This is an optimization exercise on Yosys and OpenROAD, whose aim is small area, not a production implementation. Where RTL was checked, it was by simulation tests only, not by an equivalence proof against the original. No activity file was given, so power comes from the tool's default toggle rates.

Setup of job 4565:
## ircore_tx
module ircore_tx (
    input  wire        clk,
    input  wire        rst,             
    input  wire        enq_valid,       
    input  wire        enq_rc6,         
    input  wire [2:0]  enq_mode,        
    input  wire [7:0]  enq_a,           
    input  wire [7:0]  enq_b,           
    output wire        enq_ready,       
    output wire        tx,              
    output wire        tx_idle          
);
    reg  [19:0] q [0:8];
    wire [8:0]  v;              
    wire [8:0]  fr;             
    wire [8:0]  ld;             
    wire [8:0]  kp;             
    wire        pop;            
    genvar gi;
    generate
        for (gi = 0; gi < 9; gi = gi + 1) begin : g_v
            assign v[gi] = q[gi][19] | q[gi][16];
        end
    endgenerate
    assign fr[8] = ~v[8] | pop;
    assign kp[8] = ~pop & ~rst;
    generate
        for (gi = 0; gi < 8; gi = gi + 1) begin : g_fr
            assign fr[gi] = ~v[gi] | fr[gi + 1];
            assign kp[gi] = ~fr[gi + 1] & ~rst;
        end
    endgenerate
  ...
Size: ~6700 sq um of cells after synthesis.
==> module ircore_tx, before the edit <==
module ircore_tx (
    input  wire        clk,
    input  wire        rst,             
    input  wire        enq_valid,       
    input  wire        enq_rc6,         
    input  wire [2:0]  enq_mode,        
    input  wire [7:0]  enq_a,           
    input  wire [7:0]  enq_b,           
    output wire        enq_ready,       
    output wire        tx,              
    output wire        tx_idle          
);
    reg  [19:0] q [0:8];
    wire [8:0]  v;              
    wire [8:0]  fr;             
    wire [8:0]  ld;             
    wire [8:0]  kp;             
    wire        pop;            
    genvar gi;
    generate
        for (gi = 0; gi < 9; gi = gi + 1) begin : g_v
            assign v[gi] = q[gi][19] | q[gi][16];
        end
    endgenerate
    assign fr[8] = ~v[8] | pop;
    assign kp[8] = ~pop & ~rst;
    generate
        for (gi = 0; gi < 8; gi = gi + 1) begin : g_fr
            assign fr[gi] = ~v[gi] | fr[gi + 1];
            assign kp[gi] = ~fr[gi + 1] & ~rst;
        end
    endgenerate
    assign ld = fr & {9{~rst}};
    assign enq_ready = fr[0];
    assign tx_idle   = ~|v;
    wire [19:0] in = {enq_rc6, enq_mode[2:1], ~enq_rc6 | enq_mode[0], enq_a, enq_b};
    always @(posedge clk) begin
        q[0] <= ({20{ld[0] & enq_valid}} & in) | ({20{kp[0]}} & q[0]);
    end
    generate
        for (gi = 1; gi < 9; gi = gi + 1) begin : g_q
            always @(posedge clk) begin
                q[gi] <= ({20{ld[gi]}} & q[gi - 1]) | ({20{kp[gi]}} & q[gi]);
            end
        end
    endgenerate
    wire [19:0] hd  = q[8];
    wire        rc6 = hd[19];
    wire ini = fr[8];
    reg [5:0]  n;               
    reg [1:0]  c;               
    reg [10:0] pre;             
    reg        tg;              
    wire tick = (pre == {5'b00001, rc6, 5'b00110});
    wire [7:0] src = n[4] ? hd[7:0] : hd[15:8];
    wire       sb  = src[~n[2:0]];
    wire [3:0] mt  = {tg, hd[16], hd[17], hd[18]};
    wire       b   = rc6 ? ((n[4:3] == 2'b00) ? (n[2] ? mt[n[1:0]] : 1'b1) : sb)
                         : sb ^ n[3];
    wire       w2  = (n[4:3] == 2'b00) & (n[2] | (n[1] ^ n[0]));
    wire lvl = rc6 ? ((n[4:0] == 5'd1) | (~(n[4] & n[3]) & (b ^ (w2 ? c[1] : c[0]))))
                   : ((n[5] & n[4]) ? ~(n[2] & n[1]) : (c == 2'd0));
    wire cl   = rc6 ? w2 : (n[5] | b);
    wire send = c[0] & (c[1] == cl);
    assign pop = rc6 ? (tick & n[4] & n[3] & n[1] & c[0]) : (n[5] & ~n[4] & c[0]);
    assign tx  = v[8] & lvl;
    always @(posedge clk) begin
        pre <= (ini | tick) ? 11'b01011011001 : {pre[9:0], pre[10] ^ pre[1]};
        if (ini) begin
            n <= q[7][19] ? 6'd1 : 6'd58;
            c <= 2'd0;
        end else if (tick) begin
            if (send) begin
                n <= n + 6'd1;
                c <= 2'd0;
            end else begin
                c <= c + 2'd1;
            end
        end
    end
    always @(posedge clk) begin
        if (rst)
            tg <= 1'b0;
        else if (pop & rc6)
            tg <= ~tg;
    end
endmodule
Settings: LEC_CHECK=0, CAP_MARGIN=0, CORE_MARGIN=2, CORE_UTILIZATION=40, SLEW_MARGIN=0; clock period 10.0 ns.
standard.sh (not shown) runs the stock make flow with config.mk's settings and CLKGATE_MAP_FILE= SYNTH_SCRIPT=/design/flow/synth_recipe.tcl, a recipe that flattens the netlist after the stock synthesis.
==> flow/flow/run.sh <==
#!/bin/bash
# The standard layout (standard.sh), with smaller port buffers and a clock
# tree built without dummy balancing loads.
set -euo pipefail
export BUFFER_PORTS_ARGS="-buffer_cell sky130_fd_sc_hd__buf_1"
export CTS_ARGS="-sink_clustering_enable -repair_clock_nets -buf_list sky130_fd_sc_hd__clkbuf_8 -root_buf sky130_fd_sc_hd__clkbuf_4 -sink_clustering_size 21 -sink_clustering_max_diameter 60 -dont_use_dummy_load"
bash standard.sh > standard.log 2>&1
Job 4565 | status: complete | timing, DRC, antenna: pass
### job 4565 -> job 8985
==> flow/design.v <==
module ircore_tx (
    input  wire        clk,
    input  wire        rst,             
    input  wire        enq_valid,       
    input  wire        enq_rc6,         
    input  wire [2:0]  enq_mode,        
    input  wire [7:0]  enq_a,           
    input  wire [7:0]  enq_b,           
    output wire        enq_ready,       
    output wire        tx,              
    output wire        tx_idle          
);
    reg  [19:0] q [0:8];
    wire [8:0]  v;              
    wire [8:0]  fr;             
    wire        pop;            
    genvar gi;
    generate
        for (gi = 0; gi < 9; gi = gi + 1) begin : g_v
            assign v[gi] = q[gi][19] | ~q[gi][16];
        end
    endgenerate
    assign fr[8] = ~v[8] | pop | rst;
    generate
        for (gi = 0; gi < 8; gi = gi + 1) begin : g_fr
            assign fr[gi] = ~v[gi] | fr[gi + 1];
        end
    endgenerate
    assign enq_ready = fr[0];
    assign tx_idle   = ~|v;
    wire [19:0] in = {enq_valid & enq_rc6 & ~rst, enq_mode[2:1],
                      ~enq_valid | (enq_rc6 & enq_mode[0]), enq_a, enq_b};
    always @(posedge clk) begin
        if (fr[0]) q[0] <= in | {3'd0, rst, 16'd0};
    end
    generate
        for (gi = 1; gi < 9; gi = gi + 1) begin : g_q
            always @(posedge clk) begin
                if (fr[gi])
                    q[gi] <= {q[gi - 1][19] & ~rst, q[gi - 1][18:17],
                              q[gi - 1][16] | rst, q[gi - 1][15:0]};
            end
        end
    endgenerate
    wire [19:0] hd  = q[8];
    wire        rc6 = hd[19];
    reg        act;             
    reg [5:0]  n;               
    reg [1:0]  c;               
    reg [10:0] pre;             
    reg        tg;              
    wire tick = (pre == {5'b00001, rc6, 5'b00110});
    wire [7:0] src = n[4] ? hd[7:0] : hd[15:8];
    wire       sb  = src[~n[2:0]];
    wire [3:0] mt  = {tg, hd[16], hd[17], hd[18]};
    wire       b   = rc6 ? ((n[4:3] == 2'b00) ? (n[2] ? mt[n[1:0]] : 1'b1) : sb)
                         : sb ^ n[3];
    wire       w2  = (n[4:3] == 2'b00) & (n[2] | (n[1] ^ n[0]));
    wire lvl = rc6 ? ((n[4:0] == 5'd1) | (~(n[4] & n[3]) & (b ^ (w2 ? c[1] : c[0]))))
                   : (n[5] ? ~(n[2] & n[1]) : (c == 2'd0));
    wire cl   = rc6 ? w2 : (n[5] | b);
    wire send = c[0] & (c[1] == cl);
    wire fend = rc6 ? ((n[4:0] == 5'd26) & c[0]) : n[5] & ~n[4];
    assign pop = act & tick & fend;
    assign tx  = act & lvl;
    always @(posedge clk) begin
        pre <= (~act | tick) ? 11'b01011011001 : {pre[9:0], pre[10] ^ pre[1]};
        if (~act) begin
            n <= rc6 ? 6'd1 : 6'd58;
            c <= 2'd0;
        end else if (tick) begin
            if (send) begin
                n <= n + 6'd1;
                c <= 2'd0;
            end else begin
                c <= c + 2'd1;
            end
        end
    end
    always @(posedge clk) begin
        if (rst) begin
            act <= 1'b0;
            tg  <= 1'b0;
        end else begin
            if (~act) act <= v[8];
            else if (pop) begin
                act <= 1'b0;
                if (rc6) tg <= ~tg;
            end
        end
    end
endmodule
==> run notes <==
Of job 8985 and job 4565, job 4565 shows the higher fmax, with job 8985 below it.
Summary of job 8985 over job 4565: sequential fraction of design power +7.4 points, multi-input logic cell count lost 178, reported sequential group power went up 18%.
From job 4565 to job 8985 the numbers moved as follows: number of setup violations in the final report held; total nets after synthesis now sits lower; simple-gate area share of the yosys netlist shows an increase of 1.4 points; clock-pin slew of the registers on the worst-case setup and hold paths went up; post-route fraction of the period consumed by the critical path rose 23 points.
Going from job 4565 to job 8985, final wirelength shrank by more than a quarter.
Job 8985 vs job 4565 — design area climbed slightly
The critical path start-end classification comes out reg2out in one run and in2out in the other, namely in job 4565 and job 8985 respectively.
Re endpoint arrival time on the critical path: job 8985 is 2.33 ns up on job 4565.
Looking at final critical delay including setup and external delays across job 8985 and job 4565, the one that comes out higher is job 8985.
Job 4565 leaves more setup margin than job 8985.
No functional check of the RTL was part of job 4565.

## static timing again, ports no longer ideal
The flow's constraints put no driver on any port. The routed layouts listed below were extracted and timed again, unchanged, in two steps.
Step 1 (the two cells are an assumption about what drives the block):
set clk [get_ports {clk}]
set_driving_cell -lib_cell sky130_fd_sc_hd__clkbuf_16 $clk
set_driving_cell -lib_cell sky130_fd_sc_hd__buf_2 [delete_from_list [all_inputs] $clk]
Step 2 also shifts input and output timing later by t, the mid clock arrival at the registers, as if the neighbouring blocks saw the same clock.
a / b / c = ideal / step 1 / step 2; a / b = the first two.
| run | t, ns | setup WS [ns] | worst slew at a driven data input, ns |
|---|---|---|---|
| job 4565 | 0.613 | 5.130 / 5.095 / 5.690 | 0.03 |
| job 8985 | 0.576 | 2.797 / 2.767 / 2.767 | 0.04 |
After both steps every run listed still meets setup and hold. The setup slack of job 8985, which loses most, moves by -0.030 ns with the drivers and by -0.030 ns with both steps.
